Source: an optimization exercise on an open RTL-to-GDS flow (aim: small area). Production flows keep margins and buffers that such runs may drop. At most, simulation tests tie the RTL to the original design; equivalence was not proved. No functional check of the RTL was part of run 1. The flow treats the clock pin as an ideal source, which a real chip does not have. Power figures rest on the tool's default switching activity, not on a simulated workload.

[flow/flow/run.sh]
#!/bin/bash
# Layout flow: the standard synthesis; then the combinational logic between
# the flip-flops is mapped again by ABC with an area-oriented script (the
# flip-flops keep their instances, names and cell types), proven equivalent
# to the standard netlist, and laid out by the standard flow from
# floorplan to finish, with its own clock buffering (see below). Each tool
# writes its output to its own log here.
set -euo pipefail
here=$(pwd)
R=$here/orfs/results/$FLOW_PLATFORM/pwm_codec/base
LIB=$FLOW_HOME/platforms/$FLOW_PLATFORM/lib/sky130_fd_sc_hd__tt_025C_1v80.lib
YOSYS=$(command -v yosys || true)
[[ -n "$YOSYS" ]] || YOSYS=$FLOW_HOME/../tools/install/yosys/bin/yosys

bash standard.sh synth > synth.log 2>&1
cp "$R/1_2_yosys.v" std_synth.v

python3 flow/resyn.py std_synth.v resyn.v "$FLOW_TOP" "$LIB" "$YOSYS" 3 60 > resyn.log 2>&1
bash flow/eqcheck.sh std_synth.v resyn.v "$FLOW_TOP" "$YOSYS" > eqcheck.log 2>&1

cp resyn.v "$R/1_2_yosys.v"
# Clock: flow/clkbuf.tcl, run before CTS, drives the flip-flops' clock pins
# through CLKBUF_N buffers fed by the clock port and has CTS skip the clock
# nets (flow/cts.args keeps CTS from adding dummy loads). Port buffers use the
# cell in flow/ports.args.
CLKBUF_CELL=sky130_fd_sc_hd__clkbuf_8 CLKBUF_N=3 CLKBUF_PORT=clk \
  bash standard.sh "CTS_ARGS=$(cat flow/cts.args)" "BUFFER_PORTS_ARGS=$(cat flow/ports.args)" \
  "PRE_CTS_TCL=$here/flow/clkbuf.tcl" finish > layout.log 2>&1
[flow/flow/clkbuf.tcl]
# Clock distribution for a small design, run before CTS (PRE_CTS_TCL): the
# flip-flops are split into CLKBUF_N groups of equal size by position
# (balanced k-means), and each
# group's clock pins are driven by one CLKBUF_CELL buffer, placed at the
# group's centroid, whose input is the clock port. CTS is then told to skip
# the clock nets, so it adds nothing.
set block [ord::get_db_block]
set db [ord::get_db]
set master [$db findMaster $::env(CLKBUF_CELL)]
set k $::env(CLKBUF_N)
set clknet [$block findNet $::env(CLKBUF_PORT)]
set sinks {}
foreach it [$clknet getITerms] {
  set bb [[$it getInst] getBBox]
  lappend sinks [list $it [expr {([$bb xMin] + [$bb xMax]) / 2.0}] [expr {([$bb yMin] + [$bb yMax]) / 2.0}]]
}
set n [llength $sinks]
# initial centres: k slices of the sinks sorted by y
set sorted [lsort -real -index 2 $sinks]
set cx {}
set cy {}
for {set j 0} {$j < $k} {incr j} {
  set s [lindex $sorted [expr {int(($j + 0.5) * $n / $k)}]]
  lappend cx [lindex $s 1]
  lappend cy [lindex $s 2]
}
# balanced k-means: each group takes at most ceil(n/k) flip-flops, nearest first
set cap [expr {($n + $k - 1) / $k}]
for {set iter 0} {$iter < 30} {incr iter} {
  set pairs {}
  for {set i 0} {$i < $n} {incr i} {
    set s [lindex $sinks $i]
    for {set j 0} {$j < $k} {incr j} {
      lappend pairs [list [expr {abs([lindex $s 1] - [lindex $cx $j]) + abs([lindex $s 2] - [lindex $cy $j])}] $i $j]
    }
  }
  set grp [lrepeat $n -1]
  set cnt [lrepeat $k 0]
  foreach p [lsort -real -index 0 $pairs] {
    lassign $p d i j
    if {[lindex $grp $i] < 0 && [lindex $cnt $j] < $cap} {
      lset grp $i $j
      lset cnt $j [expr {[lindex $cnt $j] + 1}]
    }
  }
  set ncx {}
  set ncy {}
  for {set j 0} {$j < $k} {incr j} {
    set sx 0.0
    set sy 0.0
    set m 0
    foreach s $sinks g $grp {
      if {$g == $j} { set sx [expr {$sx + [lindex $s 1]}]; set sy [expr {$sy + [lindex $s 2]}]; incr m }
    }
    if {$m > 0} { lappend ncx [expr {$sx / $m}]; lappend ncy [expr {$sy / $m}] } else { lappend ncx [lindex $cx $j]; lappend ncy [lindex $cy $j] }
  }
  set cx $ncx
  set cy $ncy
}
set skip [list [$clknet getName]]
for {set j 0} {$j < $k} {incr j} {
  set net [odb::dbNet_create $block clknet_leaf_$j]
  $net setSigType CLOCK
  set inst [odb::dbInst_create $block $master clkbuf_leaf_$j]
  [$inst findITerm A] connect $clknet
  [$inst findITerm X] connect $net
  set m 0
  foreach s $sinks g $grp {
    if {$g == $j} {
      set it [lindex $s 0]
      $it disconnect
      $it connect $net
      incr m
    }
  }
  $inst setLocation [expr {int([lindex $cx $j])}] [expr {int([lindex $cy $j])}]
  $inst setPlacementStatus PLACED
  lappend skip clknet_leaf_$j
  puts "clkbuf.tcl: clkbuf_leaf_$j drives $m clock pins"
}
global_connect
detailed_placement
set_cts_config -skip_nets $skip
[flow/flow/cts.args]
-sink_clustering_enable -repair_clock_nets -dont_use_dummy_load -buf_list sky130_fd_sc_hd__clkbuf_8
[flow/flow/eqcheck.sh]
#!/bin/bash
# eqcheck.sh STD.v NEW.v TOP YOSYS: prove NEW.v equivalent to STD.v (flip-flops paired by name)
set -euo pipefail
sed -e 's/^(\* blackbox \*)$//' cell_models.v > eq_models.v
python3 - eq_models.v <<'PY'
import re, sys
t = open(sys.argv[1]).read()
t = re.sub(r'(module (sky130_fd_sc_hd__dfxtp_\d)\(CLK, D, Q\);\n  input CLK;\n  input D;\n  output Q;\n)',
           r'\1  reg Q;\n  always @(posedge CLK) Q <= D;\n', t)
open(sys.argv[1], 'w').write(t)
PY
sed -e "s/^module $3\b/module eq_gold/" $1 > eq_gold.v
sed -e "s/^module $3\b/module eq_gate/" $2 > eq_gate.v
$4 -p "read_verilog eq_models.v; read_verilog eq_gold.v; read_verilog eq_gate.v; \
  hierarchy -check; proc; flatten eq_gold eq_gate; opt_clean; \
  equiv_make eq_gold eq_gate eq; hierarchy -top eq; equiv_simple; equiv_induct; equiv_status -assert"
[flow/flow/ports.args]
-buffer_cell sky130_fd_sc_hd__buf_1
[flow/flow/resyn.py]
#!/usr/bin/env python3
"""Map the combinational logic of a synthesised sky130hd netlist again, for area.

usage: resyn.py STD.v OUT.v TOP LIB YOSYS [NSEEDS [SECONDS]]

Every combinational cell of STD.v is replaced by its function (from the
liberty), the flip-flops stay as they are (same instances, names and cell
types), and ABC maps the logic between them again with area-oriented
scripts (&deepsyn with a few seeds, and a plain &dch/&nf mapping); the
smallest result is kept. Writes OUT.v, then checks that the flip-flops and ports are unchanged.
"""
import re, subprocess, sys

std, out, top, lib, yosys = sys.argv[1:6]
NSEEDS = int(sys.argv[6]) if len(sys.argv) > 6 else 3
DEEP_T = int(sys.argv[7]) if len(sys.argv) > 7 else 60
libtext = open(lib).read()
nl = open(std).read()
used = set(re.findall(r'^\s*(sky130_fd_sc_hd__\w+)\s', nl, re.M))
SEQ = re.compile(r'sky130_fd_sc_hd__(df|edf|sdf|sedf|dl)')

def block(text, start):
    i, depth = start, 1
    while depth:
        if text[i] == '{': depth += 1
        elif text[i] == '}': depth -= 1
        i += 1
    return text[start:i]

models = []
dont_use = []
for m in re.finditer(r'\n\s*cell\s*\(\s*"?(sky130_fd_sc_hd__\w+)"?\s*\)\s*\{', libtext):
    name = m.group(1)
    if 'lpflow' in name or 'probe' in name:
        dont_use.append(name)
    body = block(libtext, m.end())
    pins = []
    for pm in re.finditer(r'\n\s*pin\s*\(\s*"?(\w+)"?\s*\)\s*\{', body):
        pb = block(body, pm.end())
        d = re.search(r'direction\s*:\s*"?(\w+)', pb).group(1)
        f = re.search(r'\bfunction\s*:\s*"([^"]*)"', pb)
        pins.append((pm.group(1), d, f.group(1) if f else None))
    seq = SEQ.match(name) is not None
    outs = [p for p, d, f in pins if d != 'input']
    if not outs or (not seq and any(f is None for p, d, f in pins if d != 'input')):
        continue
    if any(d not in ('input', 'output') for p, d, f in pins):
        continue
    if len(set(p for p, d, f in pins)) != len(pins) or name in dont_use:
        continue
    models.append(('(* blackbox *)\n' if seq else '') + 'module %s(%s);' % (name, ', '.join(p for p, _, _ in pins)))
    for p, d, f in pins:
        models.append('  %s %s;' % ('input' if d == 'input' else 'output', p))
    if not seq:
        for p, d, f in pins:
            if d == 'output':
                e = f.replace('!', '~').replace('+', '|').replace('*', '&')
                e = re.sub(r'([\w)])\s+(?=[\w(~])', r'\1 & ', e)
                models.append('  assign %s = %s;' % (p, e))
    models.append('endmodule')
open('cell_models.v', 'w').write('\n'.join(models) + '\n')

du = ' '.join('-dont_use %s' % c for c in dont_use)
SCRIPTS = {'nf': 'strash\n&get -n\n&dch -f\n&nf -R 1000\n&put\n'}
for seed in range(1, NSEEDS + 1):
    SCRIPTS['deep%d' % seed] = ('strash\n&get -n\n&deepsyn -T %d -S %d\n&dch -f\n&nf -R 1000\n&put\n'
                                % (DEEP_T, seed))
procs = {}
for tag, script in SCRIPTS.items():
    open('resyn_%s.abc' % tag, 'w').write(script)
    open('resyn_%s.ys' % tag, 'w').write(f"""read_verilog cell_models.v
read_verilog {std}
hierarchy -top {top}
scratchpad -set flatten.separator @@
flatten
rename -hide w:*@@*
techmap
opt
abc -liberty {lib} {du} -script resyn_{tag}.abc
opt_clean
hilomap -singleton -hicell sky130_fd_sc_hd__conb_1 HI -locell sky130_fd_sc_hd__conb_1 LO
write_verilog -noattr -nohex -nodec resyn_{tag}.v
tee -o resyn_{tag}.stat stat -liberty {lib}
""")
    procs[tag] = subprocess.Popen([yosys, '-s', 'resyn_%s.ys' % tag],
                                  stdout=open('resyn_%s.log' % tag, 'w'), stderr=subprocess.STDOUT)
areas = {}
for tag, p in procs.items():
    if p.wait() == 0:
        st = open('resyn_%s.stat' % tag).read()
        areas[tag] = float(re.search(r'Chip area for module .*?: ([\d.]+)', st).group(1))
print('areas:', areas)
best = min(areas, key=areas.get)
print('best:', best, areas[best])
open(out, 'w').write(open('resyn_%s.v' % best).read())

def flops(text):
    return sorted((c, n) for c, n in re.findall(r'^\s*(sky130_fd_sc_hd__\w+)\s+(\\\S+|\w+)\s*\(', text, re.M)
                  if SEQ.match(c))
def ports(text):
    m = re.search(r'module\s+' + re.escape(top) + r'\s*\((.*?)\);', text, re.S)
    return sorted(x.strip() for x in m.group(1).split(','))
new = open(out).read()
a, b = flops(nl), flops(new)
print('flip-flops: %d standard, %d remapped' % (len(a), len(b)))
if a != b or ports(nl) != ports(new):
    print('MISMATCH in flip-flops or ports')
    sys.exit(1)
bad = [c for c in set(re.findall(r'^\s*(sky130_fd_sc_hd__\w+)\s', new, re.M)) if c in dont_use]
if bad:
    print('dont_use cells used:', bad)
    sys.exit(1)
print('ok')
[flow/standard.sh]
#!/bin/bash
# synth_recipe.tcl (not shown) runs the flow's synth.tcl, then flattens the netlist and writes it again
# the make line also repeats each setting of config.mk as NAME=value (left out here)
make -C /OpenROAD-flow-scripts/flow DESIGN_CONFIG=/design/flow/config.mk WORK_HOME=/design/flow/orfs CLKGATE_MAP_FILE= SYNTH_SCRIPT=/design/flow/synth_recipe.tcl "${@:-finish}"
[flow/config.mk]
export PLATFORM = sky130hd
export DESIGN_NAME = pwm_codec
export DESIGN_NICKNAME = pwm_codec
export VERILOG_FILES = /design/flow/design.v
export SDC_FILE = /design/flow/constraint.sdc
export NUM_CORES = 4
export LEC_CHECK = 0
export CAP_MARGIN = 20
export CORE_MARGIN = 2
export CORE_UTILIZATION = 40
export SLEW_MARGIN = 20
[flow/constraint.sdc]
create_clock -name core_clock -period 62.5 [get_ports {clk}]
set_input_delay 12.5000 -clock core_clock [delete_from_list [all_inputs] [get_ports {clk}]]
set_output_delay 12.5000 -clock core_clock [all_outputs]
set_load 0.01 [all_outputs]
[flow/design.v]
module pwm_cmd_rom (
    input  wire [15:0] sr,      
    input  wire [4:0]  z,       
    output wire        hit,     
    output wire [3:0]  f_start, 
    input  wire [3:0]  f,       
    input  wire [4:0]  n,       
    output wire        f_bit,   
    output wire [4:0]  f_len,   
    output wire [3:0]  f_next,  
    output wire        f_last   
);
    wire k_00001f05 = (z == 5'd16) && (sr == 16'h1f05);
    wire k_0000abcd = (z == 5'd16) && (sr == 16'habcd);
    wire k_0000e70e = (z == 5'd16) && (sr == 16'he70e);
    wire k_0000e716 = (z == 5'd16) && (sr == 16'he716);
    wire k_0000e72a = (z == 5'd16) && (sr == 16'he72a);
    wire k_0000e731 = (z == 5'd16) && (sr == 16'he731);
    wire k_8000b3c1 = (z == 5'd15) && (sr == 16'hb3c1);
    assign hit = k_00001f05 | k_0000abcd | k_0000e70e | k_0000e716 | k_0000e72a | k_0000e731 | k_8000b3c1;
    assign f_start[0] = k_00001f05 | k_0000e70e | k_0000e72a;
    assign f_start[1] = k_0000abcd | k_0000e72a | k_0000e731;
    assign f_start[2] = k_0000abcd | k_0000e70e;
    assign f_start[3] = k_0000abcd | k_0000e70e | k_0000e716 | k_0000e72a;
    assign f_len[0] = (!f[0] & !f[2]) | (!f[1] & f[2]) | (f[0] & f[3]) | (f[2] & !f[3]);
    assign f_len[1] = (!f[0] & !f[1] & !f[3]) | (f[2] & !f[3]) | (!f[0] & f[2]) | (f[1] & f[2]);
    assign f_len[2] = (!f[1] & !f[2]) | (!f[0] & !f[2] & !f[3]) | (f[0] & !f[2] & f[3]) | (f[0] & !f[1] & f[3]);
    assign f_len[3] = (!f[0] & !f[1] & !f[2] & !f[3]) | (f[0] & f[2] & !f[3]);
    assign f_len[4] = (!f[0] & !f[3]) | (f[0] & f[3]) | (!f[0] & !f[1]);
    assign f_next[0] = (f[2] & !f[3]) | (f[0] & f[2]) | (!f[0] & !f[1]);
    assign f_next[1] = (!f[0] & f[3]) | (!f[0] & !f[2]);
    assign f_next[2] = (!f[2] & f[3]) | (f[1] & !f[3]);
    assign f_next[3] = (!f[0] & f[3]) | (f[1] & f[3]);
    assign f_last = (f[0] & !f[3]) | (!f[1] & f[2]) | (!f[0] & f[1] & !f[2] & f[3]);
    assign f_bit = (!n[0] & !n[1] & n[2] & !n[3] & !f[0]) | (!n[1] & !n[2] & !n[4] & f[0] & !f[1] & !f[2]) | (n[0] & n[1] & n[2] & !f[0] & !f[2]) | (n[2] & n[4] & !f[2]) | (!n[0] & n[1] & n[3] & !f[2]) | (n[0] & n[2] & !n[3] & f[1] & !f[2]) | (n[0] & !n[1] & !n[2] & n[3] & !f[2]) | (n[1] & n[4] & !f[0] & f[2]) | (!n[0] & n[2] & f[0] & !f[3]) | (!n[0] & !n[1] & n[2] & f[1] & f[2]) | (!f[0] & !f[1] & !f[2] & !f[3]) | (!n[0] & !n[2] & !n[3] & !n[4] & !f[0] & !f[3]) | (n[0] & !n[2] & f[0] & !f[3]) | (n[0] & !n[1] & n[2] & n[3] & f[2]) | (n[1] & !n[2] & !n[3] & f[1] & f[2] & f[3]) | (n[1] & n[2] & n[3] & f[0] & !f[1]) | (!n[3] & !n[4] & !f[0] & !f[2] & !f[3]) | (!n[0] & !n[1] & n[2] & !f[0] & f[2]) | (n[0] & !n[2] & !n[3] & !n[4] & !f[1] & !f[3]) | (n[0] & !n[1] & !n[2] & !n[4] & f[0] & !f[1]) | (!n[0] & !n[2] & n[3] & f[0] & !f[1] & f[3]) | (n[0] & !n[1] & !n[2] & !n[4] & !f[0] & !f[2]) | (!n[0] & !n[3] & !n[4] & !f[0] & f[1] & f[2]) | (n[1] & !n[2] & !n[3] & !n[4] & f[0] & f[2] & f[3]) | (n[1] & n[2] & n[3] & !f[2]);
endmodule
module pwm_codec (
    input  wire clk,
    input  wire rst,         
    input  wire bus_in,
    output wire bus_drive
);
    localparam [2:0] RX_HIGH   = 3'd0;    
    localparam [2:0] RX_LOW    = 3'd1;    
    localparam [2:0] TX_HIGH   = 3'd2;    
    localparam [2:0] TX_LOW    = 3'd3;    
    localparam [2:0] TX_SPACE  = 3'd4;    
    localparam [2:0] TX_SETTLE = 3'd5;    
    localparam [2:0] TX_MARK   = 3'd6;    
    localparam [3:0] F_INIT0 = 4'd14;
    reg  [14:0] c;
    reg  [2:0]  ph;
    reg  [4:0]  q;       
    reg  [15:0] sr;      
    wire [3:0] f = sr[3:0];
    assign bus_drive = (ph == TX_MARK);
    wire        tov     = c[14];
    wire        in_mp   = !ph[2];
    wire        rx_mode = !ph[1];
    wire        mp_done = in_mp && (tov || (ph[0] && bus_in));
    wire w_ge6   = (c[13:7] >= 7'd3);            
    wire w_ge50  = (c[13:7] >= 7'd25);           
    wire w_ge220 = (c[13:8] >= 6'd55);           
    wire idle    = tov || w_ge220;
    wire noise   = !tov && !w_ge6;
    wire rbit    = w_ge50;
    wire per_end  = &{c[13:9], c[6:0]};                        
    wire mark_end = f_bit ? &{c[13], c[11], c[7], c[4:0]}      
                          : &{c[10:9], c[5:0]};                
    wire retry_out = q[4] & q[3] & q[0];                       
    wire       hit;
    wire [3:0] f_start;
    wire       f_bit;
    wire [4:0] f_len;
    wire [3:0] f_next;
    wire       f_last;
    pwm_cmd_rom u_rom (
        .sr(sr), .z(q), .hit(hit), .f_start(f_start),
        .f(f), .n(q), .f_bit(f_bit), .f_len(f_len), .f_next(f_next), .f_last(f_last)
    );
    always @(posedge clk) begin
        if (rst) begin
            c   <= 15'd0;
            ph  <= TX_HIGH;
            q   <= 5'd16;
            sr  <= {12'd0, F_INIT0};
        end else begin
            c <= c + 15'd1;
            if (in_mp) begin
                if (mp_done) begin
                    c  <= 15'd0;
                    ph <= {1'b0, ph[1], 1'b0};
                    if (rx_mode) begin
                        if (idle) begin
                            q  <= 5'd16;
                            sr <= 16'd0;
                            if (hit) begin
                                ph <= TX_HIGH;
                                sr <= {12'd0, f_start};
                            end
                        end else if (noise) begin
                            q <= 5'd31;
                        end else if (q != 5'd31) begin
                            sr <= {sr[14:0], rbit};
                            if (sr[15])
                                q <= 5'd0;
                            else if (!q[4])
                                q <= q + 5'd1;
                        end
                    end else if (tov) begin
                        ph <= TX_MARK;
                        q  <= f_len;
                    end else begin
                        q <= q + 5'd1;
                        if (retry_out) begin
                            if (f == F_INIT0) begin
                                ph <= TX_SETTLE;      
                                q  <= 5'd0;
                            end else begin
                                q <= 5'd16;
                                if (f_last) begin
                                    ph <= RX_HIGH;
                                    sr <= 16'd0;
                                end else begin
                                    sr[3:0] <= f_next;
                                end
                            end
                        end
                    end
                end else if (!ph[0] && !bus_in) begin
                    c  <= 15'd0;
                    ph <= {1'b0, ph[1], 1'b1};
                end
            end else if (ph != TX_SETTLE) begin
                if (mark_end && ph == TX_MARK)
                    ph <= TX_SPACE;
                if (per_end) begin
                    c <= 15'd0;
                    if (q == 5'd0) begin
                        ph <= TX_SETTLE;
                        q  <= (f == F_INIT0) ? 5'd4 : 5'd3;
                    end else begin
                        q  <= q - 5'd1;
                        ph <= TX_MARK;
                    end
                end
            end else begin
                if (per_end) begin
                    c <= 15'd0;
                    q <= q - 5'd1;
                    if (q == 5'd0) begin
                        q <= 5'd16;
                        if (f_last) begin
                            ph <= RX_HIGH;
                            sr <= 16'd0;
                        end else begin
                            ph <= TX_HIGH;
                            sr[3:0] <= f_next;
                        end
                    end
                end
            end
        end
    end
endmodule
==> flow_metrics.tcl, run 1 <==
set metrics [dict create \
    cts-hold-fix-buffers 0 \
    required_ps 62580 \
    routed_wl_mm 5.79 \
    grt_pass1_vias 2017 \
    first_iter_violations 170 \
    drc 0 \
    num_vias 2222 \
    setup_tns_ps 0 \
    cp_common_cell "nor2_1" \
    fin_crit_sh 0.228 \
    drive_above_1_share 0.0167 \
    max_freq_mhz 70.3 \
    placed_cell_area_mm2 0.00229 \
    critPathLaunchType "input port" \
    floorplan.initialDensity 0.420 \
    cts_resized 0 \
    gp_congestion 0.904 \
    clock_skew_ps 13.0 \
    synth_fp_nets 295 \
    antenna_left 0 \
    hold_depth 1 \
    grtUsageTotal 0.190 \
    dp_hpwl_mm 4.19 \
    hold_path_class "flip-flop to flip-flop" \
    setup-violations-final 0 \
    path_clk_slew_ps 80 \
    grt-ovfl-total 0 \
    ios 4 \
    routedWlPerCell_um 15.7 \
    worst_slew_pin_slew_ps 735 \
    irDropWorstVdd_uv 11.9 \
    setup.worst_path.class "input port to flip-flop" \
    vias_per_cell 6.02 \
    fin_crit_ps 14220 \
    slew_headroom 0.508 \
    leakage_nw 0.753 \
    finalMaxSlewViolations 0 \
    die_x_um 77.7 \
    rows 26 \
    synth_cells 292 \
    grt_first_pass_wirelength_mm 9.84 \
    ys_warn_count 1 \
    cap_violations 0 \
    worstPathMaxFanout 12 \
    syn_to_final_growth_pct 7.48 \
    synthesis.area_mm2 0.00217 \
    die_y_um 77.7 \
    critPathMaxStageDelay_ps 590 \
    antenna_cells 0 \
    fillers 544 \
    avgSynthCellArea_um2 7.44 \
    worstSkewPairLatency_ps 150 \
    postCtsSetupRepairBufs 0 \
    p_per_area_mw_per_mm2 18.6 \
    layout.nets 304 \
    critPathArrivalTime_ps 14300 \
    cp_slowest_cell "nor2_1" \
    setup.worst_path.end_class "flip-flop" \
    die_area_mm2 0.00604 \
    outcome "finished clean" \
    io_buffers 3 \
    core_area_mm2 0.00517 \
    hold_viol 0 \
    design_area_mm2 0.00234 \
    antenna_found_initial 0 \
    reg2regPathDepth 9 \
    path_cells "buf_1, nand2_1, o21ai_0, a21oi_1, nor3_1, nand2b_1, nor2_1, nor2_1, a22o_1" \
    firstDrtPassIters 4 \
    grt_max_degree 19 \
    rsz0062_at_grt "no" \
]
==> worst max-delay path: cells and delay by family <==
kind | cells | cell delay [ps]
AOI/OAI and AO/OA | 3 | 720
buffers and inverters | 1 | 100
and+or+nand+nor | 5 | 960
==> worst paths after layout <==
kind,slack (ps),endpoint,startpoint
max reg2reg,59370,ph[1],q[0]
min,470,c[0],c[0]
min reg2reg,470,c[0],c[0]
max,48280,sr[6],bus_in
==> metal layers <==
layer	track usage	part of all wire	vias up
li1	-	-	1134
met1	0.289	0.49	1039
met2	0.305	0.45	46
met3	0.0128	0.050	3
met4	0.0196	0.0092	0
met5	0	0	-
==> area by class of cell <==
type / instances / area, µm² / area share
multi-input combinational: 247 / 1390 / 0.593
inverter: 6 / 22.5 / 0.00964
sequential: 39 / 781 / 0.334
timing repair buffer: 4 / 18.8 / 0.00803
buffer: 3 / 41.3 / 0.0177
tap: 70 / 87.6 / 0.0375
==> registers in the layout, summed over array words and instances, names as in the netlist <==
register,count
c,15
ph,3
q,5
sr,16
==> metrics by stage <==
stage / hold WS [ps] / cells / utilization / total power [W] / setup slack (ps)
floorplan: 433 / 292 / - / 0.0000311 / 48050
global placement: 450 / 366 / 0.442 / 0.0000332 / 48070
detailed placement: 464 / 366 / 0.442 / 0.0000331 / 48030
CTS: 462 / 369 / 0.450 / 0.0000413 / 48040
global route: 500 / 369 / 0.452 / 0.0000458 / 48060
finish: 475 / 369 / 0.452 / 0.0000434 / 48280
==> report_power, final <==
part / total, W / internal, W / leakage (nW) / switching (W)
Clock: 0.0000107 / 0.00000441 / 0.0216 / 0.00000628
Combinational: 0.00000614 / 0.00000215 / 0.415 / 0.00000399
Sequential: 0.0000266 / 0.0000253 / 0.316 / 0.00000130
==> cells in the final DEF (no fill, tap or decap), types with 2 or more instances in the layout <==
master,count
o31ai_1,2
clkbuf_8,3
o221ai_1,2
and3_1,7
o21ai_0,14
nor2_1,45
nor2b_1,5
a21oi_1,27
a211oi_1,8
nand3_1,11
clkinv_1,6
a41oi_1,2
a311oi_1,2
nor4_1,4
a22o_1,12
o41ai_1,3
or2_0,2
xnor2_1,5
a31oi_1,8
nand2_1,32
a32oi_1,2
nand2b_1,5
buf_1,3
nor3_1,24
and2_0,3
nor4b_1,2
dfxtp_1,39
nand4_1,6
==> inputs of run 2 (changes only) <==
--- a/flow/design.v
+++ b/flow/design.v
@@ -23,9 +23,9 @@
     assign f_start[2] = k_0000abcd | k_0000e70e;
     assign f_start[3] = k_0000abcd | k_0000e70e | k_0000e716 | k_0000e72a;
-    assign f_len[0] = (!f[0] & !f[2]) | (!f[1] & f[2]) | (f[0] & f[3]) | (f[2] & !f[3]);
-    assign f_len[1] = (!f[0] & !f[1] & !f[3]) | (f[2] & !f[3]) | (!f[0] & f[2]) | (f[1] & f[2]);
-    assign f_len[2] = (!f[1] & !f[2]) | (!f[0] & !f[2] & !f[3]) | (f[0] & !f[2] & f[3]) | (f[0] & !f[1] & f[3]);
-    assign f_len[3] = (!f[0] & !f[1] & !f[2] & !f[3]) | (f[0] & f[2] & !f[3]);
-    assign f_len[4] = (!f[0] & !f[3]) | (f[0] & f[3]) | (!f[0] & !f[1]);
+    assign f_len[0] = (f[0] & !f[2] & !f[3]) | (!f[0] & f[1] & f[2] & f[3]);
+    assign f_len[1] = (f[0] & !f[2]) | (f[1] & !f[2]) | (!f[2] & f[3]) | (f[0] & !f[1] & f[3]);
+    assign f_len[2] = (f[0] & f[1] & !f[3]) | (f[2] & !f[3]) | (!f[0] & f[1] & f[3]) | (!f[0] & f[2]) | (f[1] & f[2]);
+    assign f_len[3] = (f[0] & !f[2]) | (f[1]) | (!f[0] & f[2]) | (f[3]);
+    assign f_len[4] = (f[0] & !f[3]) | (!f[0] & f[1] & f[3]);
     assign f_next[0] = (f[2] & !f[3]) | (f[0] & f[2]) | (!f[0] & !f[1]);
     assign f_next[1] = (!f[0] & f[3]) | (!f[0] & !f[2]);
@@ -33,5 +33,5 @@
     assign f_next[3] = (!f[0] & f[3]) | (f[1] & f[3]);
     assign f_last = (f[0] & !f[3]) | (!f[1] & f[2]) | (!f[0] & f[1] & !f[2] & f[3]);
-    assign f_bit = (!n[0] & !n[1] & n[2] & !n[3] & !f[0]) | (!n[1] & !n[2] & !n[4] & f[0] & !f[1] & !f[2]) | (n[0] & n[1] & n[2] & !f[0] & !f[2]) | (n[2] & n[4] & !f[2]) | (!n[0] & n[1] & n[3] & !f[2]) | (n[0] & n[2] & !n[3] & f[1] & !f[2]) | (n[0] & !n[1] & !n[2] & n[3] & !f[2]) | (n[1] & n[4] & !f[0] & f[2]) | (!n[0] & n[2] & f[0] & !f[3]) | (!n[0] & !n[1] & n[2] & f[1] & f[2]) | (!f[0] & !f[1] & !f[2] & !f[3]) | (!n[0] & !n[2] & !n[3] & !n[4] & !f[0] & !f[3]) | (n[0] & !n[2] & f[0] & !f[3]) | (n[0] & !n[1] & n[2] & n[3] & f[2]) | (n[1] & !n[2] & !n[3] & f[1] & f[2] & f[3]) | (n[1] & n[2] & n[3] & f[0] & !f[1]) | (!n[3] & !n[4] & !f[0] & !f[2] & !f[3]) | (!n[0] & !n[1] & n[2] & !f[0] & f[2]) | (n[0] & !n[2] & !n[3] & !n[4] & !f[1] & !f[3]) | (n[0] & !n[1] & !n[2] & !n[4] & f[0] & !f[1]) | (!n[0] & !n[2] & n[3] & f[0] & !f[1] & f[3]) | (n[0] & !n[1] & !n[2] & !n[4] & !f[0] & !f[2]) | (!n[0] & !n[3] & !n[4] & !f[0] & f[1] & f[2]) | (n[1] & !n[2] & !n[3] & !n[4] & f[0] & f[2] & f[3]) | (n[1] & n[2] & n[3] & !f[2]);
+    assign f_bit = (!n[0] & !n[1] & !n[2] & !f[0] & !f[2]) | (n[0] & n[1] & !n[2] & n[3] & !f[0]) | (!n[2] & !n[4] & !f[2]) | (n[1] & n[2] & n[4] & f[0] & !f[1] & !f[2]) | (n[0] & !n[1] & !n[3] & !f[2]) | (!n[0] & n[1] & n[2] & !n[3] & !f[2]) | (!n[0] & !n[2] & n[3] & f[1] & !f[2]) | (!n[1] & !n[4] & !f[0] & f[2]) | (n[0] & !n[2] & f[0] & !f[3]) | (n[0] & n[1] & !n[2] & f[1] & f[2]) | (!f[0] & !f[1] & !f[2] & !f[3]) | (n[0] & n[2] & n[3] & n[4] & !f[0] & !f[3]) | (!n[0] & n[2] & f[0] & !f[3]) | (n[1] & !n[2] & !n[3] & !f[0] & f[2]) | (!n[1] & n[2] & n[3] & f[1] & f[2] & f[3]) | (n[3] & n[4] & !f[0] & !f[2] & !f[3]) | (!n[1] & !n[2] & !n[3] & f[0] & !f[1]) | (!n[0] & n[1] & !n[2] & !n[3] & f[2]) | (n[2] & n[3] & n[4] & !f[0] & !f[1] & !f[3]) | (n[0] & n[3] & n[4] & !f[0] & f[1] & f[2]) | (n[0] & n[2] & !n[3] & f[0] & !f[1] & f[3]) | (!n[0] & n[1] & n[2] & n[4] & f[0] & !f[1]) | (!n[0] & n[1] & n[2] & n[4] & !f[0] & !f[2]) | (!n[1] & n[2] & n[3] & n[4] & f[0] & f[2] & f[3]) | (!n[1] & !n[2] & !n[3] & !f[2]);
 endmodule
 module pwm_codec (
@@ -116,5 +116,5 @@
                             if (f == F_INIT0) begin
                                 ph <= TX_SETTLE;      
-                                q  <= 5'd0;
+                                q  <= 5'd31;
                             end else begin
                                 q <= 5'd16;
@@ -137,9 +137,9 @@
                 if (per_end) begin
                     c <= 15'd0;
-                    if (q == 5'd0) begin
+                    q <= q + 5'd1;
+                    if (&q) begin
                         ph <= TX_SETTLE;
-                        q  <= (f == F_INIT0) ? 5'd4 : 5'd3;
+                        q  <= (f == F_INIT0) ? 5'd27 : 5'd28;
                     end else begin
-                        q  <= q - 5'd1;
                         ph <= TX_MARK;
                     end
@@ -148,6 +148,6 @@
                 if (per_end) begin
                     c <= 15'd0;
-                    q <= q - 5'd1;
-                    if (q == 5'd0) begin
+                    q <= q + 5'd1;
+                    if (&q) begin
                         q <= 5'd16;
                         if (f_last) begin
--- a/flow/flow/run.sh
+++ b/flow/flow/run.sh
@@ -16,5 +16,5 @@
 cp "$R/1_2_yosys.v" std_synth.v
 
-python3 flow/resyn.py std_synth.v resyn.v "$FLOW_TOP" "$LIB" "$YOSYS" 3 60 > resyn.log 2>&1
+python3 flow/resyn.py std_synth.v resyn.v "$FLOW_TOP" "$LIB" "$YOSYS" 7 60 > resyn.log 2>&1
 bash flow/eqcheck.sh std_synth.v resyn.v "$FLOW_TOP" "$YOSYS" > eqcheck.log 2>&1
 
--- a/flow/flow/resyn.py
+++ b/flow/flow/resyn.py
@@ -10,5 +10,5 @@
 smallest result is kept. Writes OUT.v, then checks that the flip-flops and ports are unchanged.
 """
-import re, subprocess, sys
+import os, re, subprocess, sys, time
 
 std, out, top, lib, yosys = sys.argv[1:6]
@@ -66,8 +66,6 @@
     SCRIPTS['deep%d' % seed] = ('strash\n&get -n\n&deepsyn -T %d -S %d\n&dch -f\n&nf -R 1000\n&put\n'
                                 % (DEEP_T, seed))
-procs = {}
-for tag, script in SCRIPTS.items():
-    open('resyn_%s.abc' % tag, 'w').write(script)
-    open('resyn_%s.ys' % tag, 'w').write(f"""read_verilog cell_models.v
+def ys_text(tag):
+    return f"""read_verilog cell_models.v
 read_verilog {std}
 hierarchy -top {top}
@@ -82,10 +80,25 @@
 write_verilog -noattr -nohex -nodec resyn_{tag}.v
 tee -o resyn_{tag}.stat stat -liberty {lib}
-""")
-    procs[tag] = subprocess.Popen([yosys, '-s', 'resyn_%s.ys' % tag],
-                                  stdout=open('resyn_%s.log' % tag, 'w'), stderr=subprocess.STDOUT)
+"""
+# at most NUM_CORES runs at a time, so each &deepsyn gets a whole CPU for its time
+jobs = max(1, int(os.environ.get('NUM_CORES', '4')))
+rcs = {}
+running = {}
+for tag, script in SCRIPTS.items():
+    open('resyn_%s.abc' % tag, 'w').write(script)
+    open('resyn_%s.ys' % tag, 'w').write(ys_text(tag))
+    while len(running) >= jobs:
+        for t, p in list(running.items()):
+            if p.poll() is not None:
+                rcs[t] = p.returncode
+                del running[t]
+        time.sleep(0.5)
+    running[tag] = subprocess.Popen([yosys, '-s', 'resyn_%s.ys' % tag],
+                                    stdout=open('resyn_%s.log' % tag, 'w'), stderr=subprocess.STDOUT)
+for t, p in running.items():
+    rcs[t] = p.wait()
 areas = {}
-for tag, p in procs.items():
-    if p.wait() == 0:
+for tag, rc in rcs.items():
+    if rc == 0:
         st = open('resyn_%s.stat' % tag).read()
         areas[tag] = float(re.search(r'Chip area for module .*?: ([\d.]+)', st).group(1))
==> run 2 against run 1 <==
Net effect:
- still clean on timing, DRC and antenna
- clock skew is 3.8 ps higher
- critical endpoint is now sr[7]
- routed wire length is 5.7% lower
- synthesized area is 1.8% lower
- via count is 0.18% lower
- register-to-register slack worse by 190 ps
- first-iteration DRC count is 14% lower
- die area is 1.7% lower
- largest cell class unchanged
- highest routed layer unchanged
- critical path depth is 1 lower
- utilization is 0.81 points lower
- global-route usage is 0.24 points lower
==> flow_metrics.tcl, run 2 <==
set metrics [dict create \
    outcome "finished clean" \
    critPathMaxStageDelay_ps 680 \
    io_buffers 3 \
    vias_per_cell 5.99 \
    layout_common_cells "49 x nor2_1, 39 x dfxtp_1, 37 x nand2_1, 29 x a21oi_1, 23 x nor3_1" \
    postCtsSetupRepairBufs 0 \
    die_area_mm2 0.00594 \
    num_vias 2218 \
    synth_fp_nets 297 \
    grt-ovfl-total 0 \
    setup_tns_ps 0 \
    gp_congestion 0.873 \
    antenna_left 0 \
    dp_hpwl_mm 3.98 \
    p_per_area_mw_per_mm2 18.4 \
    cp_slowest_cell "a21oi_1" \
    hold_viol 0 \
    routedWlPerCell_um 14.7 \
    grtUsageTotal 0.188 \
    largest_reg_flops 16 \
    setup_slack_ps 48190 \
    reg2reg_slack_ps 59180 \
    grt_pass1_vias 1953 \
    core_area_mm2 0.00514 \
    required_ps 62590 \
    antenna_found_initial 0 \
    syn_to_final_growth_pct 6.80 \
    fin_crit_ps 14310 \
    synth_cells 294 \
    reg_top3 "sr (16), c (15), q (5)" \
    max_freq_mhz 69.9 \
    finalMaxSlewViolations 0 \
    path_cells "buf_1, a21oi_1, nor2_1, nor2_1, a21o_1, clkinv_1, a21oi_1, a22o_1" \
    critPathLaunchType "input port" \
    worstPathMaxFanout 12 \
    hold_path_class "flip-flop to flip-flop" \
    drc 0 \
    setup-violations-final 0 \
    rsz0062_at_grt "no" \
    final_common_cell "nor2_1" \
    first_iter_violations 146 \
    rows 26 \
    path_clk_slew_ps 80 \
    firstDrtPassIters 4 \
    floorplan.initialDensity 0.415 \
    die_x_um 77.1 \
    leakage_nw 0.770 \
    synthesis.area_mm2 0.00213 \
    clock_skew_ps 16.8 \
    setup.worst_path.class "input port to flip-flop" \
    cts-hold-fix-buffers 0 \
    worstSkewPairLatency_ps 160 \
    avgSynthCellArea_um2 7.26 \
    worst_slew_pin_slew_ps 861 \
    drive_above_1_share 0.0133 \
    layout.nets 305 \
    top_register "sr" \
    die_y_um 77.1 \
    slew_headroom 0.426 \
    setup.worst_path.end_class "flip-flop" \
    p_total_w 0.0000419 \
    critPathArrivalTime_ps 14400 \
    grt_max_degree 19 \
    routed_wl_mm 5.45 \
    fin_crit_sh 0.229 \
    cts_resized 0 \
    antenna_cells 0 \
    ys_warn_count 1 \
    cap_violations 0 \
    ios 4 \
    irDropWorstVdd_uv 10.4 \
    grt_first_pass_wirelength_mm 9.52 \
    place_ws_ps 48060 \
]
## run 2: path summary, 6_finish.rpt
check	depth (start not counted)	to	startpoint
setup / recovery	8	sr[7]	bus_in
hold / removal	1	c[0]	c[0]
setup reg to reg	10	sr[7]	sr[1]
hold reg to reg	1	c[0]	c[0]
## run 2: worst max-delay path, delay by kind of cell
family                 cells  cell delay, ps
AOI/OAI and AO/OA          4            1350
buffers and inverters      2             200
and+or+nand+nor            2             360
## run 2: metal layers
| layer | track usage | routed length [µm] | vias up |
|---|---|---|---|
| met4 | 0.0179 | 54 | 0 |
| met2 | 0.299 | 2350 | 78 |
| met3 | 0.0106 | 338 | 6 |
| li1 | - | - | 1111 |
| met1 | 0.289 | 2710 | 1023 |
| met5 | 0 | 0 | - |
## run 2: power by group
part,internal [W],total [W],switching [W]
clock network,0.00000442,0.0000111,0.00000665
logic,0.00000164,0.00000468,0.00000304
registers,0.0000253,0.0000262,0.000000916
total,0.0000313,0.0000419,0.0000106
## run 2: area by class of cell
type,count,area (µm²)
fillers,570,2860
multi-input cells,249,1340
flip-flops and latches,39,781
well taps,70,87.6
plain buffers,3,41.3
inverters,6,22.5
repair buffers,3,11.3
## run 2: stage by stage
stage / util / area [µm²] / cells / hold slack (ps)
final: 0.444 / 2280 / 370 / 479
after CTS: 0.444 / 2280 / 370 / 464
after global placement: 0.435 / 2230 / 367 / 441
after floorplan: - / 2130 / 294 / 433
after global routing: 0.444 / 2280 / 370 / 501
after detailed placement: 0.435 / 2240 / 367 / 471
==> inputs of run 3 (changes only) <==
--- a/flow/design.v
+++ b/flow/design.v
@@ -1,5 +1,9 @@
 module pwm_cmd_rom (
-    input  wire [15:0] sr,      
-    input  wire [4:0]  z,       
+    input  wire [2:0]  cls,     
+    input  wire [4:0]  p,
+    input  wire [4:0]  p1,      
+    input  wire        b,       
+    output reg  [2:0]  cls_n,   
+    output reg  [4:0]  p_n,
     output wire        hit,     
     output wire [3:0]  f_start, 
@@ -11,16 +15,46 @@
     output wire        f_last   
 );
-    wire k_00001f05 = (z == 5'd16) && (sr == 16'h1f05);
-    wire k_0000abcd = (z == 5'd16) && (sr == 16'habcd);
-    wire k_0000e70e = (z == 5'd16) && (sr == 16'he70e);
-    wire k_0000e716 = (z == 5'd16) && (sr == 16'he716);
-    wire k_0000e72a = (z == 5'd16) && (sr == 16'he72a);
-    wire k_0000e731 = (z == 5'd16) && (sr == 16'he731);
-    wire k_8000b3c1 = (z == 5'd15) && (sr == 16'hb3c1);
-    assign hit = k_00001f05 | k_0000abcd | k_0000e70e | k_0000e716 | k_0000e72a | k_0000e731 | k_8000b3c1;
-    assign f_start[0] = k_00001f05 | k_0000e70e | k_0000e72a;
-    assign f_start[1] = k_0000abcd | k_0000e72a | k_0000e731;
-    assign f_start[2] = k_0000abcd | k_0000e70e;
-    assign f_start[3] = k_0000abcd | k_0000e70e | k_0000e716 | k_0000e72a;
+    wire       e;        
+    wire [2:0] z1;       
+    assign e = (p[1] & !p[3] & !cls[1] & !cls[2]) | (p[0] & p[1] & p[2] & !cls[2]) | (p[0] & p[1] & !p[2] & p[3] & cls[0] & cls[2]) | (p[0] & !p[1] & p[2] & !cls[1] & cls[2]) | (!p[0] & p[1] & p[2] & !cls[1] & cls[2]) | (!p[0] & p[2] & p[3] & !cls[0] & cls[2]) | (!p[0] & p[1] & !p[3]) | (p[0] & p[2] & !p[3] & cls[2]) | (p[0] & !p[1] & !p[3] & cls[2]) | (!p[1] & !p[2] & p[3] & cls[0] & !cls[2]) | (!p[3] & !cls[0] & !cls[2]) | (!p[0] & p[1] & !p[2] & cls[1] & cls[2]) | (p[0] & p[2] & p[3] & cls[1] & !cls[2]) | (!p[0] & !p[1] & cls[0] & cls[1] & !cls[2]) | (p[0] & p[1] & p[2] & cls[0] & cls[1]);
+    assign z1[0] = (p[0] & !p[3] & cls[2]) | (p[1] & p[2] & !cls[1] & cls[2]) | (p[0] & p[2] & !cls[0] & cls[2]) | (p[1] & !p[2] & cls[1] & cls[2]) | (!p[0] & p[3] & cls[0]) | (!p[0] & !cls[0] & !cls[2]) | (p[0] & p[1] & !p[3]) | (!p[0] & !p[2] & !p[4] & cls[2]) | (!p[1] & !p[2] & cls[0] & !cls[2]) | (p[1] & !p[3] & cls[2]) | (p[0] & !p[3] & cls[1]) | (!p[0] & p[2] & !cls[1] & !cls[2]) | (!p[0] & p[3] & !cls[1]) | (p[4] & cls[0] & cls[1]) | (p[0] & !p[1] & cls[0] & cls[1] & !cls[2]);
+    assign z1[1] = (p[0] & !p[1] & p[2] & !p[3] & !cls[1]) | (!p[0] & p[1] & !p[2] & p[3] & cls[2]) | (!p[1] & p[2] & !p[3] & cls[2]) | (p[0] & p[1] & p[3] & cls[0] & !cls[2]) | (!p[0] & p[1] & p[3] & cls[1] & cls[2]) | (p[0] & !p[1] & p[3] & cls[0] & cls[2]) | (!p[0] & p[1] & !p[3] & cls[0] & !cls[2]) | (p[0] & !p[1] & !p[2] & p[3] & !cls[0]) | (p[4] & !cls[0] & cls[2]) | (p[0] & p[2] & p[3] & !cls[0] & !cls[2]) | (!p[0] & !p[1] & p[2] & cls[0] & cls[1] & !cls[2]) | (p[4] & !cls[1] & cls[2]) | (!p[0] & p[1] & !p[2] & !cls[0] & !cls[2]) | (!p[0] & p[2] & p[3] & !cls[0] & cls[1] & cls[2]) | (!p[0] & !p[1] & p[2] & p[3] & cls[0] & !cls[2]);
+    assign z1[2] = (p[0] & p[1] & !p[2] & !cls[0] & !cls[2]) | (!p[1] & p[2] & p[3] & !cls[0] & !cls[2]) | (p[0] & p[2] & p[3] & !cls[1] & !cls[2]) | (p[1] & p[2] & p[3] & !cls[1] & !cls[2]) | (!p[0] & !p[1] & p[2] & p[3] & !cls[0] & !cls[1]) | (p[0] & p[1] & !p[2] & p[3] & !cls[1] & cls[2]) | (p[0] & p[1] & p[2] & p[3] & cls[0] & cls[1] & cls[2]);
+    always @* begin
+        cls_n = cls;
+        p_n   = p1;
+        if (cls == 3'd0) begin
+            if (!b) begin
+                if (p == 5'd19) p_n = p;
+            end else if (p == 5'd15) begin
+                cls_n = 3'd1; p_n = 5'd1;
+            end else if (p == 5'd19) begin
+                cls_n = 3'd2; p_n = 5'd4;
+            end else if (p[4]) begin
+                cls_n = 3'd4; p_n = 5'd1;
+            end else begin
+                cls_n = 3'd0; p_n = 5'd0;
+            end
+        end else if (cls[2] && p == 5'd1) begin
+            cls_n = b ? 3'd4 : 3'd3;
+        end else if (cls[2] && p == 5'd10) begin
+            cls_n[1] = b;
+        end else if (cls[2] && p == 5'd11) begin
+            cls_n[0] = b;
+        end else if (p[4] || b != e) begin
+            if (cls == 3'd2 && !b && p == 5'd4) begin
+                cls_n = 3'd3; p_n = 5'd2;
+            end else if (cls == 3'd2 && !b && p == 5'd6) begin
+                cls_n = 3'd4; p_n = 5'd4;
+            end else begin
+                cls_n = 3'd0; p_n = b ? 5'd0 : {2'd0, z1};
+            end
+        end
+    end
+    assign hit = (p == 5'd16) && (cls != 3'd0);
+    assign f_start[0] = (!cls[0]);
+    assign f_start[1] = (cls[0] & cls[1]) | (cls[1] & cls[2]);
+    assign f_start[2] = (cls[0] & cls[1] & !cls[2]) | (!cls[0] & !cls[1]);
+    assign f_start[3] = (cls[0] & cls[1] & !cls[2]) | (!cls[1] & cls[2]) | (!cls[0] & cls[2]);
     assign f_len[0] = (f[0] & !f[2] & !f[3]) | (!f[0] & f[1] & f[2] & f[3]);
     assign f_len[1] = (f[0] & !f[2]) | (f[1] & !f[2]) | (!f[2] & f[3]) | (f[0] & !f[1] & f[3]);
@@ -49,9 +83,12 @@
     localparam [2:0] TX_MARK   = 3'd6;    
     localparam [3:0] F_INIT0 = 4'd14;
+    localparam [8:0] R_EMPTY = {1'b0, 3'd0, 5'd19};    
     reg  [14:0] c;
     reg  [2:0]  ph;
-    reg  [4:0]  q;       
-    reg  [15:0] sr;      
-    wire [3:0] f = sr[3:0];
+    reg  [8:0]  r;
+    wire [3:0] f   = r[8:5];
+    wire [4:0] q   = r[4:0];
+    wire [2:0] cls = r[7:5];
+    wire [4:0] p   = r[4:0];
     assign bus_drive = (ph == TX_MARK);
     wire        tov     = c[14];
@@ -69,4 +106,8 @@
                           : &{c[10:9], c[5:0]};                
     wire retry_out = q[4] & q[3] & q[0];                       
+    wire dead      = p[4] & p[3];                              
+    wire [4:0] q1  = q + 5'd1;
+    wire [2:0] cls_n;
+    wire [4:0] p_n;
     wire       hit;
     wire [3:0] f_start;
@@ -76,13 +117,12 @@
     wire       f_last;
     pwm_cmd_rom u_rom (
-        .sr(sr), .z(q), .hit(hit), .f_start(f_start),
+        .cls(cls), .p(p), .p1(q1), .b(rbit), .cls_n(cls_n), .p_n(p_n), .hit(hit), .f_start(f_start),
         .f(f), .n(q), .f_bit(f_bit), .f_len(f_len), .f_next(f_next), .f_last(f_last)
     );
     always @(posedge clk) begin
         if (rst) begin
-            c   <= 15'd0;
-            ph  <= TX_HIGH;
-            q   <= 5'd16;
-            sr  <= {12'd0, F_INIT0};
+            c  <= 15'd0;
+            ph <= TX_HIGH;
+            r  <= {F_INIT0, 5'd16};
         end else begin
             c <= c + 15'd1;
@@ -93,36 +133,28 @@
                     if (rx_mode) begin
                         if (idle) begin
-                            q  <= 5'd16;
-                            sr <= 16'd0;
+                            r <= R_EMPTY;
                             if (hit) begin
                                 ph <= TX_HIGH;
-                                sr <= {12'd0, f_start};
+                                r  <= {f_start, 5'd16};
                             end
                         end else if (noise) begin
-                            q <= 5'd31;
-                        end else if (q != 5'd31) begin
-                            sr <= {sr[14:0], rbit};
-                            if (sr[15])
-                                q <= 5'd0;
-                            else if (!q[4])
-                                q <= q + 5'd1;
+                            r[4:0] <= 5'd31;
+                        end else if (!dead) begin
+                            r[7:0] <= {cls_n, p_n};
                         end
                     end else if (tov) begin
-                        ph <= TX_MARK;
-                        q  <= f_len;
+                        ph     <= TX_MARK;
+                        r[4:0] <= f_len;
                     end else begin
-                        q <= q + 5'd1;
+                        r[4:0] <= q1;
                         if (retry_out) begin
                             if (f == F_INIT0) begin
-                                ph <= TX_SETTLE;      
-                                q  <= 5'd31;
+                                ph     <= TX_SETTLE;      
+                                r[4:0] <= 5'd31;
+                            end else if (f_last) begin
+                                ph <= RX_HIGH;
+                                r  <= R_EMPTY;
                             end else begin
-                                q <= 5'd16;
-                                if (f_last) begin
-                                    ph <= RX_HIGH;
-                                    sr <= 16'd0;
-                                end else begin
-                                    sr[3:0] <= f_next;
-                                end
+                                r  <= {f_next, 5'd16};
                             end
                         end
@@ -136,9 +168,9 @@
                     ph <= TX_SPACE;
                 if (per_end) begin
-                    c <= 15'd0;
-                    q <= q + 5'd1;
+                    c      <= 15'd0;
+                    r[4:0] <= q1;
                     if (&q) begin
-                        ph <= TX_SETTLE;
-                        q  <= (f == F_INIT0) ? 5'd27 : 5'd28;
+                        ph     <= TX_SETTLE;
+                        r[4:0] <= (f == F_INIT0) ? 5'd27 : 5'd28;
                     end else begin
                         ph <= TX_MARK;
@@ -147,14 +179,13 @@
             end else begin
                 if (per_end) begin
-                    c <= 15'd0;
-                    q <= q + 5'd1;
+                    c      <= 15'd0;
+                    r[4:0] <= q1;
                     if (&q) begin
-                        q <= 5'd16;
                         if (f_last) begin
                             ph <= RX_HIGH;
-                            sr <= 16'd0;
+                            r  <= R_EMPTY;
                         end else begin
                             ph <= TX_HIGH;
-                            sr[3:0] <= f_next;
+                            r  <= {f_next, 5'd16};
                         end
                     end
--- a/flow/flow/run.sh
+++ b/flow/flow/run.sh
@@ -16,5 +16,5 @@
 cp "$R/1_2_yosys.v" std_synth.v
 
-python3 flow/resyn.py std_synth.v resyn.v "$FLOW_TOP" "$LIB" "$YOSYS" 7 60 > resyn.log 2>&1
+python3 flow/resyn.py std_synth.v resyn.v "$FLOW_TOP" "$LIB" "$YOSYS" 11 60 > resyn.log 2>&1
 bash flow/eqcheck.sh std_synth.v resyn.v "$FLOW_TOP" "$YOSYS" > eqcheck.log 2>&1
 
@@ -24,5 +24,5 @@
 # nets (flow/cts.args keeps CTS from adding dummy loads). Port buffers use the
 # cell in flow/ports.args.
-CLKBUF_CELL=sky130_fd_sc_hd__clkbuf_8 CLKBUF_N=3 CLKBUF_PORT=clk \
+CLKBUF_CELL=sky130_fd_sc_hd__clkbuf_8 CLKBUF_N=2 CLKBUF_PORT=clk \
   bash standard.sh "CTS_ARGS=$(cat flow/cts.args)" "BUFFER_PORTS_ARGS=$(cat flow/ports.args)" \
   "PRE_CTS_TCL=$here/flow/clkbuf.tcl" finish > layout.log 2>&1
==> run 3 against run 2 <==
Net effect:
- clock skew down 2.1 ps
- die area fell by 3.8%
- register-to-register slack worse by 190 ps
- flip-flop and latch count decreased by 12
- largest power group unchanged
- critical path depth did not move
- highest routed layer unchanged
- first-iteration DRC count increased by 69%
- cell area decreased by 4.2%
- sequential power down 21%
- combinational power is 110% higher
- cell count up 5.1%
- global-route usage increased by 5.1 points
- sequential share of layout area shrank 9.5 points
==> flow_metrics.tcl, run 3 <==
set metrics [dict create \
    fin_crit_sh 0.224 \
    leakage_nw 0.720 \
    ys_warn_count 2 \
    die_area_mm2 0.00571 \
    cp_num_buf_inv 1 \
    floorplan.initialDensity 0.409 \
    setup_tns_ps 0 \
    worstSkewPairLatency_ps 160 \
    max_freq_mhz 71.4 \
    crit_family "simple AND/OR/NAND/NOR gates" \
    finalMaxSlewViolations 0 \
    hold_viol 0 \
    cts-hold-fix-buffers 0 \
    clock_skew_ps 14.7 \
    drive_above_1_share 0.00940 \
    firstDrtPassIters 6 \
    core_area_mm2 0.00501 \
    first_iter_violations 247 \
    syn_to_final_growth_pct 6.53 \
    path_clk_slew_ps 100 \
    fillers 566 \
    antenna_left 0 \
    antenna_cells 0 \
    ios 4 \
    synth_cells 313 \
    critPathMaxStageDelay_ps 440 \
    critPathLaunchType "input port" \
    rows 26 \
    p_per_area_mw_per_mm2 17.5 \
    final_common_cell "nand2_1" \
    worstPathMaxFanout 4 \
    dp_hpwl_mm 4.85 \
    vias_per_cell 6.19 \
    reg2reg_slack_ps 58990 \
    io_buffers 3 \
    setup.worst_path.end_class "flip-flop" \
    largest_reg_flops 15 \
    routedWlPerCell_um 17.0 \
    slew_headroom 0.496 \
    reg_top3 "c (15), r (9), ph (3)" \
    critPathArrivalTime_ps 14080 \
    drc 0 \
    layout.nets 324 \
    die_y_um 75.6 \
    setup.worst_path.class "input port to flip-flop" \
    grt_pass1_vias 2136 \
    avgSynthCellArea_um2 6.55 \
    grt_first_pass_wirelength_mm 10.6 \
    routed_wl_mm 6.62 \
    setup-violations-final 0 \
    die_x_um 75.6 \
    num_vias 2407 \
    cts_resized 0 \
    hold_depth 1 \
    grt_max_degree 24 \
    worst_slew_pin_slew_ps 750 \
    layout_common_cells "46 x nand2_1, 45 x nor2_1, 35 x o21ai_0, 28 x a21oi_1, 27 x dfxtp_1" \
    synthesis.area_mm2 0.00205 \
    rsz0062_at_grt "no" \
    irDropWorstVdd_uv 12.7 \
    antenna_found_initial 0 \
    rr_endpoint "r[6]" \
    cp_slowest_cell "nor4_1" \
    gp_congestion 1.00 \
    hold_path_class "flip-flop to flip-flop" \
    outcome "finished clean" \
    reg2regPathDepth 13 \
    postCtsSetupRepairBufs 0 \
    cap_violations 0 \
    crit_start "bus_in" \
    hold_start "c[1]" \
    path_cells "buf_1, a21oi_1, nor4_1, nor2b_1, nand2_1, o21ai_0, nor2_1, a311oi_1" \
    grtUsageTotal 0.239 \
    fin_crit_ps 14000 \
    synth_fp_nets 316 \
    min_to "c[1]" \
    top_register "c" \
    worst_r2r_startpoint "r[7]" \
    p_total_w 0.0000381 \
    required_ps 62580 \
    grt-ovfl-total 0 \
]
## run 3: routing by layer
| metal | vias up | wire length, µm | track usage | part of all wire |
|---|---|---|---|---|
| li1 | 1186 | - | - | - |
| met1 | 1097 | 2830 | 0.332 | 0.43 |
| met2 | 114 | 3200 | 0.413 | 0.48 |
| met5 | - | 0 | 0 | 0 |
| met4 | 0 | 109 | 0.0507 | 0.016 |
| met3 | 10 | 477 | 0.0106 | 0.072 |
## run 3: layout make-up
class / instances / area [µm²] / share of cell area
tap: 70 / 87.6 / 0.0401
sequential: 27 / 541 / 0.248
multi-input combinational: 278 / 1480 / 0.677
inverter: 8 / 30.0 / 0.0138
buffer: 2 / 27.5 / 0.0126
timing repair buffer: 4 / 18.8 / 0.00860
## run 3: worst max path at each step
stage	to	slack (ps)	cells after the start
global route	r[5]	48270	8
CTS	r[5]	48320	8
detailed placement	r[5]	48330	8
finish	r[5]	48500	8
floorplan	r[5]	48700	7
global placement	r[5]	48350	8
## run 3: stage by stage
stage	utilization	hold slack (ps)	instances	instance area (µm²)	setup WS [ps]
2_1_floorplan	-	431	313	2050	48700
3_3_place_gp	0.430	459	387	2160	48350
3_5_place_dp	0.430	459	387	2160	48330
4_1_cts	0.436	460	389	2180	48320
5_1_grt	0.436	503	389	2180	48270
6_report	0.436	471	389	2180	48500
## run 3: power breakdown
| group | leakage [nW] | internal, W | switching, W |
|---|---|---|---|
| combinational | 0.487 | 0.00000348 | 0.00000637 |
| sequential | 0.219 | 0.0000181 | 0.00000253 |
| clock | 0.0144 | 0.00000296 | 0.00000468 |
| total | 0.720 | 0.0000246 | 0.0000136 |
==> inputs of run 4 (changes only) <==
--- a/flow/design.v
+++ b/flow/design.v
@@ -102,7 +102,11 @@
     wire noise   = !tov && !w_ge6;
     wire rbit    = w_ge50;
-    wire per_end  = &{c[13:9], c[6:0]};                        
-    wire mark_end = f_bit ? &{c[13], c[11], c[7], c[4:0]}      
-                          : &{c[10:9], c[5:0]};                
+    wire       pz     = ~|c[4:0];
+    wire       p63    = c[5] & pz;                             
+    wire       p31    = (c[5:0] == 6'b100100);                 
+    wire [14:0] c_inc = {c[14:6] + {8'd0, p63}, c[4:0], c[5] ^ c[0] ^ pz};
+    wire per_end  = &{c[13:9], c[6]} & p63;                    
+    wire mark_end = f_bit ? (c[13] & c[11] & c[7] & p31)       
+                          : (c[10] & c[9] & p63);              
     wire retry_out = q[4] & q[3] & q[0];                       
     wire dead      = p[4] & p[3];                              
@@ -126,5 +130,5 @@
             r  <= {F_INIT0, 5'd16};
         end else begin
-            c <= c + 15'd1;
+            c <= c_inc;
             if (in_mp) begin
                 if (mp_done) begin
==> run 4 against run 3 <==
Net effect:
- sequential share of layout area is 0.11 points higher
- cell area is 0.46% lower
- utilization is 0.20 points lower
- clock power is 3.7% lower
- routed wire length is 5.1% lower
- die area is 0.12% lower
- combinational power is 45% higher
- critical endpoint is now r[6]
- synthesized area is 0.12% lower
- flip-flop and latch count stayed put
- first-iteration DRC count is 28% higher
==> flow_metrics.tcl, run 4 <==
set metrics [dict create \
    reg_top3 "c (15), r (9), ph (3)" \
    first_iter_violations 315 \
    seqPwrFrac 0.504 \
    slew_headroom 0.441 \
    syn_to_final_growth_pct 6.17 \
    p_sw_w 0.0000168 \
    gp_congestion 0.954 \
    routedWlPerCell_um 16.8 \
    path_clk_slew_ps 90 \
    grt_first_pass_wirelength_mm 10.4 \
    dp_hpwl_mm 4.70 \
    synth_fp_nets 303 \
    worst_r2r_startpoint "r[7]" \
    setup-violations-final 0 \
    die_x_um 75.5 \
    routed_wl_mm 6.28 \
    antenna_cells 0 \
    grt_pass1_vias 2089 \
    largest_reg_flops 15 \
    hold_path_class "flip-flop to flip-flop" \
    antenna_left 0 \
    place_ws_ps 47540 \
    grt_max_degree 25 \
    drive_above_1_share 0.00656 \
    p_total_w 0.0000437 \
    swShare 0.384 \
    antenna_found_initial 0 \
    finalMaxSlewViolations 0 \
    reg2reg_slack_ps 58460 \
    hold_start "c[4]" \
    worstPathMaxFanout 8 \
    core_area_mm2 0.00501 \
    setup_tns_ps 0 \
    worst_slew_pin_slew_ps 838 \
    final_common_cell "nor2_1" \
    cap_violations 0 \
    critPathLaunchType "input port" \
    utilization 0.434 \
    clkPwrFrac 0.168 \
    synthesis.area_mm2 0.00205 \
    power.share.combinational 0.328 \
    leakage_nw 0.743 \
    critPathArrivalTime_ps 14910 \
    setup_slack_ps 47630 \
    rsz0062_at_grt "no" \
    floorplan.initialDensity 0.409 \
    internal_power_w 0.0000269 \
    num_vias 2340 \
    firstDrtPassIters 5 \
    die_area_mm2 0.00571 \
    die_y_um 75.5 \
    cts-hold-fix-buffers 0 \
    synth_cells 300 \
    required_ps 62540 \
    irDropWorstVdd_uv 14.2 \
    max_freq_mhz 67.3 \
    top_register "c" \
    vias_per_cell 6.24 \
    avgSynthCellArea_um2 6.82 \
    outcome "finished clean" \
    io_buffers 3 \
    grt-ovfl-total 0 \
    grtUsageTotal 0.230 \
    ys_warn_count 2 \
    setup.worst_path.end_class "flip-flop" \
    fin_crit_sh 0.238 \
    reg2regPathDepth 13 \
    drc 0 \
    postCtsSetupRepairBufs 0 \
    fin_crit_ps 14870 \
    clock_skew_ps 10.9 \
    hold_viol 0 \
    ios 4 \
    layout_common_cells "45 x nor2_1, 42 x nand2_1, 28 x a21oi_1, 27 x dfxtp_1, 18 x nand3_1" \
    p_per_area_mw_per_mm2 20.1 \
    worstSkewPairLatency_ps 150 \
    rows 26 \
    hold_depth 1 \
    rr_endpoint "r[6]" \
    setup.worst_path.class "input port to flip-flop" \
    min_to "c[5]" \
    layout.nets 310 \
    cts_resized 0 \
]
run 4: routing by layer:
layer	track usage	part of all wire	vias up
met5	0	0	-
met4	0.0331	0.018	0
met3	0.0106	0.061	14
met2	0.386	0.46	105
met1	0.336	0.46	1066
li1	-	-	1155
run 4: stage by stage:
step	hold WS [ps]	area, µm²	cells
final	472	2170	375
after global placement	452	2150	373
after CTS	452	2170	375
after floorplan	424	2050	300
after detailed placement	447	2150	373
after global routing	490	2170	375
run 4: power groups by stage:
stage                     Combinational [W]    Clock, W  Sequential [W]
final                             0.0000143  0.00000735       0.0000220
after global routing              0.0000160  0.00000812       0.0000223
after CTS                         0.0000141  0.00000552       0.0000223
after detailed placement          0.0000140           0       0.0000223
after global placement            0.0000141           0       0.0000224
after floorplan                   0.0000109           0       0.0000210
run 4: area by class of cell:
class / instances / area [µm²]
Fill cell: 555 / 2840
Multi-Input combinational cell: 269 / 1490
Sequential cell: 27 / 541
Tap cell: 70 / 87.6
Buffer: 2 / 27.5
Inverter: 4 / 15.0
Timing Repair Buffer: 3 / 11.3
run 4: worst max-delay path by stage:
stage / start / to / slack [ps] / cells after the start
2_1_floorplan: bus_in / r[6] / 48060 / 10
3_3_place_gp: bus_in / r[6] / 47660 / 11
3_5_place_dp: bus_in / r[6] / 47540 / 11
4_1_cts: bus_in / r[6] / 47530 / 11
5_1_grt: bus_in / r[6] / 47430 / 11
6_report: bus_in / r[6] / 47630 / 11
run 4: critical path, stage by stage:
cell,delay (ps)
buf_1,110
nand2_1,60
nand2_1,100
nor2_1,80
a221oi_1,650
and2_0,260
nor2b_1,260
o21ai_0,240
o21ai_0,120
o311ai_0,180
a211o_1,330

[what the ideal ports hide]
How much do the figures lean on ideal ports? The routed layouts below were timed once more, with nothing changed but the port constraints.
Step 1 (the two cells are an assumption about what drives the block):
set clk [get_ports {clk}]
set_driving_cell -lib_cell sky130_fd_sc_hd__clkbuf_16 $clk
set_driving_cell -lib_cell sky130_fd_sc_hd__buf_2 [delete_from_list [all_inputs] $clk]
Step 2 times the ports against the registers' clock, not the clock port: input delays grow and output delays shrink by t, the midpoint of the rising clock arrivals with the driver on.
Slacks: ideal / step 1 / step 2; pairs: ideal / step 1.
run | t (ns) | slack for setup (ns) | hold WS [ns] | worst setup path at the end | cell pins on the clock port's net
run 1 | 0.190 | 48.280 / 48.308 / 48.119 | 0.475 / 0.475 / 0.475 | input to register | 3
run 2 | 0.197 | 48.186 / 48.214 / 48.017 | 0.479 / 0.479 / 0.479 | input to register | 3
run 3 | 0.181 | 48.497 / 48.508 / 48.326 | 0.471 / 0.471 / 0.471 | input to register | 2
run 4 | 0.177 | 47.631 / 47.641 / 47.464 | 0.472 / 0.472 / 0.472 | input to register | 2
After both steps every run listed still meets setup and hold. For run 3, which loses most, drivers alone change the setup slack by +0.011 ns; drivers and shift together by -0.171 ns.
